Source: an optimization exercise on an open RTL-to-GDS flow (aim: small area). Production flows keep margins and buffers that such runs may drop. Only simulation tests tie the RTL to the original design; equivalence was not proved.

Design ssc_mux, start of the top module:
module ssc_mux #(
    parameter integer CLK_PER_MS = 16
) (
    input  wire        clk,
    input  wire        rst,          
    input  wire        bus_rd,
    input  wire        bus_wr,
    input  wire [3:0]  bus_addr,
    input  wire [31:0] bus_wdata,
    output reg  [31:0] rdata,
    output wire [7:0]  seg_out,
    output wire [7:0]  dig_act,
    output wire [63:0] dig_duty,     
    output wire        out_en
);
    localparam [3:0] A_CMD = 4'h0, A_ARG = 4'h1, A_RESULT = 4'h2, A_STATUS = 4'h3,
                     A_CONFIG = 4'h4, A_BLINK_IV = 4'h5, A_UNK_GLYPH = 4'h6,
                     A_CTRL = 4'h7, A_NOW_MS = 4'h8, A_EN_MASK = 4'h9,
                     A_BL_MASK = 4'hA, A_SEQ = 4'hB;
    localparam [7:0] OP_NOP = 8'h00, OP_INIT = 8'h01, OP_CLEAR = 8'h02, OP_REFRESH = 8'h03,
                     OP_SET_BYTE = 8'h10, OP_SET_DIGIT = 8'h11, OP_SET_CHAR = 8'h12,
                     OP_SET_SEG = 8'h13, OP_SET_INT = 8'h14, OP_SHIFT = 8'h15,
                     OP_EN_DIGIT = 8'h20, OP_BLINK_DIGIT = 8'h21, OP_EN_ALL = 8'h22,
                     OP_BLINK_ALL = 8'h23,
                     OP_GET_BYTE = 8'h30, OP_GET_SEG = 8'h31, OP_GLYPH_DIGIT = 8'h32,
                     OP_GLYPH_CHAR = 8'h33, OP_GLYPH_MINUS = 8'h34, OP_GLYPH_DOT = 8'h35,
                     OP_SEG_SET = 8'h36, OP_SEG_TEST = 8'h37, OP_INVERT = 8'h38,
                     OP_IN_RANGE = 8'h39;
    localparam [1:0] S_IDLE = 2'd0, S_SLOT = 2'd1, S_GAP = 2'd2;
    localparam integer PW = (CLK_PER_MS > 1) ? $clog2(CLK_PER_MS) : 1;
    integer i;
    reg [7:0]  fb [0:7];
    reg [7:0]  en;
    reg [7:0]  bl;
    reg [31:0] arg;
    reg [7:0]  result;           
    reg        init, rej, pend;
    reg        pol, has_dp;
    reg [3:0]  dlen;
    reg [7:0]  dwell, bright;
    reg [15:0] iv;
    reg [7:0]  unk;
    reg        cont;
    reg [31:0] now_ms;
    reg [PW-1:0] presc;
    reg [1:0]  seq_state;
    reg [3:0]  seq_idx;
    reg [7:0]  seq_cnt;
    reg        seq_lit;
    reg [7:0]  seq_latch;
    reg [15:0] rh;               
    wire [7:0] op  = bus_wdata[31:24];
  ...
Size in the first run: about 31,000 um^2 of cells after synthesis.
export LEC_CHECK = 0
export ABC_AREA = 1
export ABC_CLOCK_PERIOD_IN_PS = 140000
export CAP_MARGIN = 20
export CORE_MARGIN = 2
export CORE_UTILIZATION = 40
export CTS_CLUSTER_DIAMETER = 100
export CTS_CLUSTER_SIZE = 25
export GPL_TIMING_DRIVEN = 0
export PLACE_DENSITY = 0.6
export SLEW_MARGIN = 20
export SYNTH_HIERARCHICAL = 1
create_clock -name core_clock -period 140.0 [get_ports {clk}]
standard.sh (not shown) runs the stock make flow with config.mk's settings and CLKGATE_MAP_FILE= SYNTH_SCRIPT=/design/flow/synth_recipe.tcl, a recipe that flattens the netlist after the stock synthesis.
==> flow/flow/run.sh <==
#!/bin/bash
# Layout flow: the standard layout (standard.sh) with two changes.
#  - Synthesis runs flow/my_synth.tcl: synth_recipe.tcl with an
#    area-recovering ABC script (flow/abc_own.script) for the final
#    mapping, and full/half adders taken only from the ssc_fa cell.
#  - The port buffers that placement inserts on every input and output
#    are sky130_fd_sc_hd__buf_1 (BUFFER_PORTS_ARGS).
# Each step's full output goes to a log file in the work folder (and
# ORFS's own logs under orfs/logs).
set -euo pipefail
here=$(cd "$(dirname "${BASH_SOURCE[0]}")" && pwd)
sed "s#SYNTH_SCRIPT=[^ ]*#SYNTH_SCRIPT=$here/my_synth.tcl#" standard.sh > own_synth.sh
grep -q "SYNTH_SCRIPT=$here/my_synth.tcl" own_synth.sh
sed 's#"\${@:-finish}"#"BUFFER_PORTS_ARGS=-buffer_cell sky130_fd_sc_hd__buf_1" "${@:-finish}"#' standard.sh > own_layout.sh
grep -q "BUFFER_PORTS_ARGS" own_layout.sh
bash own_synth.sh synth > synth.log 2>&1
bash own_layout.sh > layout.log 2>&1
==> flow/flow/abc_own.script <==
strash
dch -f
amap -m -F 8 -A 16
strash
dch -f
amap -m -F 8 -A 16
strash
dch -f
amap -m -F 8 -A 16
strash
dch -f
amap -m -F 8 -A 16
strash
dch -f
amap -m -F 8 -A 16
topo
==> flow/flow/my_synth.tcl <==
# The standard synthesis (synth_recipe.tcl), with two changes: the final
# technology mapping runs ABC with the area-recovering script in
# abc_own.script (beside this file) in place of ORFS's abc script, and
# full/half adders are extracted only in the adder cell module (below).
set ::own_dir [file dirname [file normalize [info script]]]
proc synth {args} { yosys synth -nofsm -noshare {*}$args }
proc abc {args} {
  set out {}
  set skip 0
  foreach a $args {
    if { $skip } { lappend out [file join $::own_dir abc_own.script]; set skip 0; continue }
    if { $a eq "-script" } { set skip 1 }
    lappend out $a
  }
  yosys abc {*}$out
}
# Full and half adders are taken only from the adder cell module (ssc_fa);
# everywhere else ABC maps the logic.
proc extract_fa {args} { yosys extract_fa {*}$args ssc_fa }
source $::env(SCRIPTS_DIR)/synth.tcl
# left out here: clear keep_hierarchy, flatten, clean up, hide names made inside functions, write 1_2_yosys.v
==> next run, changes <==
--- a/flow/flow/my_synth.tcl
+++ b/flow/flow/my_synth.tcl
@@ -1,5 +1,4 @@
-# The standard synthesis (synth_recipe.tcl), with two changes: the final
+# The standard synthesis (synth_recipe.tcl), with one change: the final
 # technology mapping runs ABC with the area-recovering script in
-# abc_own.script (beside this file) in place of ORFS's abc script, and
-# full/half adders are extracted only in the adder cell module (below).
+# abc_own.script (beside this file) in place of ORFS's abc script.
 set ::own_dir [file dirname [file normalize [info script]]]
Settings changed: CORE_UTILIZATION 40 to 60, CTS_CLUSTER_DIAMETER 100 to unset, CTS_CLUSTER_SIZE 25 to unset, PLACE_DENSITY 0.6 to 0.75.
Worst setup slack degrades by 1.2 ns.
Design area stays flat.
Final cell count goes down by a few percent.
Non-clock buffer count fell by 6.
First-iteration DRC count goes up by about a fifth.
Wire length fell by a few percent.
Sequential cell count does not change.
Via count went up by a few percent.
Count of clock-buffer cells in the layout rose by 16.
Register-to-register slack gets worse by 2.9 ns.
==> next run, changes <==
--- a/flow/flow/my_synth.tcl
+++ b/flow/flow/my_synth.tcl
@@ -1,4 +1,5 @@
-# The standard synthesis (synth_recipe.tcl), with one change: the final
+# The standard synthesis (synth_recipe.tcl), with two changes: the final
 # technology mapping runs ABC with the area-recovering script in
-# abc_own.script (beside this file) in place of ORFS's abc script.
+# abc_own.script (beside this file) in place of ORFS's abc script, and
+# full/half adders are extracted only in the adder cell module (below).
 set ::own_dir [file dirname [file normalize [info script]]]
Settings changed: CTS_CLUSTER_DIAMETER set to 100, CTS_CLUSTER_SIZE set to 25.
Die area stays the same; clock-buffer cell count fell by 17; first-iteration DRC count came out higher by 5.4%; wire length barely changes; area after synthesis is unchanged; worst setup slack loses 0.084 ns.
==> next run, changes <==
--- a/flow/flow/my_synth.tcl
+++ b/flow/flow/my_synth.tcl
@@ -1,5 +1,4 @@
-# The standard synthesis (synth_recipe.tcl), with two changes: the final
+# The standard synthesis (synth_recipe.tcl), with one change: the final
 # technology mapping runs ABC with the area-recovering script in
-# abc_own.script (beside this file) in place of ORFS's abc script, and
-# full/half adders are extracted only in the adder cell module (below).
+# abc_own.script (beside this file) in place of ORFS's abc script.
 set ::own_dir [file dirname [file normalize [info script]]]
Settings changed: CORE_UTILIZATION 60 to 40, CTS_CLUSTER_DIAMETER 100 to unset, CTS_CLUSTER_SIZE 25 to unset, PLACE_DENSITY 0.75 to 0.6.
Effect:
- The new run ran to the end with no violations
- sequential share of layout area drops by 0.45 points
- final area climbs by 3.2%
- worst setup slack improved by 1.3 ns
- wire length climbs by 3.9%
- first-iteration DRC count drops by 22%
- utilization drops by 21 points
- sequential cell count stays the same

what the ideal ports hide:
In the flow no input, the clock included, has a driving cell. The finished layouts below were timed again as built, in two steps.
Step 1: set_driving_cell puts a clkbuf_16 on clk and a buf_2 on each other input, an assumption about the parent block.
Step 2 adds t to the input delays and takes it off the output delays; t is the mean of the earliest and latest rising clock arrival at the registers after step 1. Input paths then give back, and output paths get back, about the clock's delay inside the block.
Slacks: ideal / step 1 / step 2; pairs: ideal / step 1.
run	t (ns)	setup slack, ns	hold WS [ns]	clock arrival spread, ns	slew at the worst register clock pin (ns)
the first run	0.602	33.876 / 33.837 / 33.235	0.476 / 0.476 / 0.476	0.032 / 0.032	0.12 / 0.12
the second run	0.649	32.654 / 32.683 / 32.033	0.430 / 0.430 / 0.430	0.075 / 0.075	0.08 / 0.08
the third run	0.588	32.570 / 32.600 / 32.012	0.475 / 0.475 / 0.475	0.036 / 0.036	0.11 / 0.11
the fourth run	0.653	33.865 / 33.820 / 33.166	0.474 / 0.474 / 0.474	0.033 / 0.033	0.07 / 0.07
After both steps every run listed still meets setup and hold. For the fourth run, which loses most, drivers alone change the setup slack by -0.045 ns; drivers and shift together by -0.699 ns.
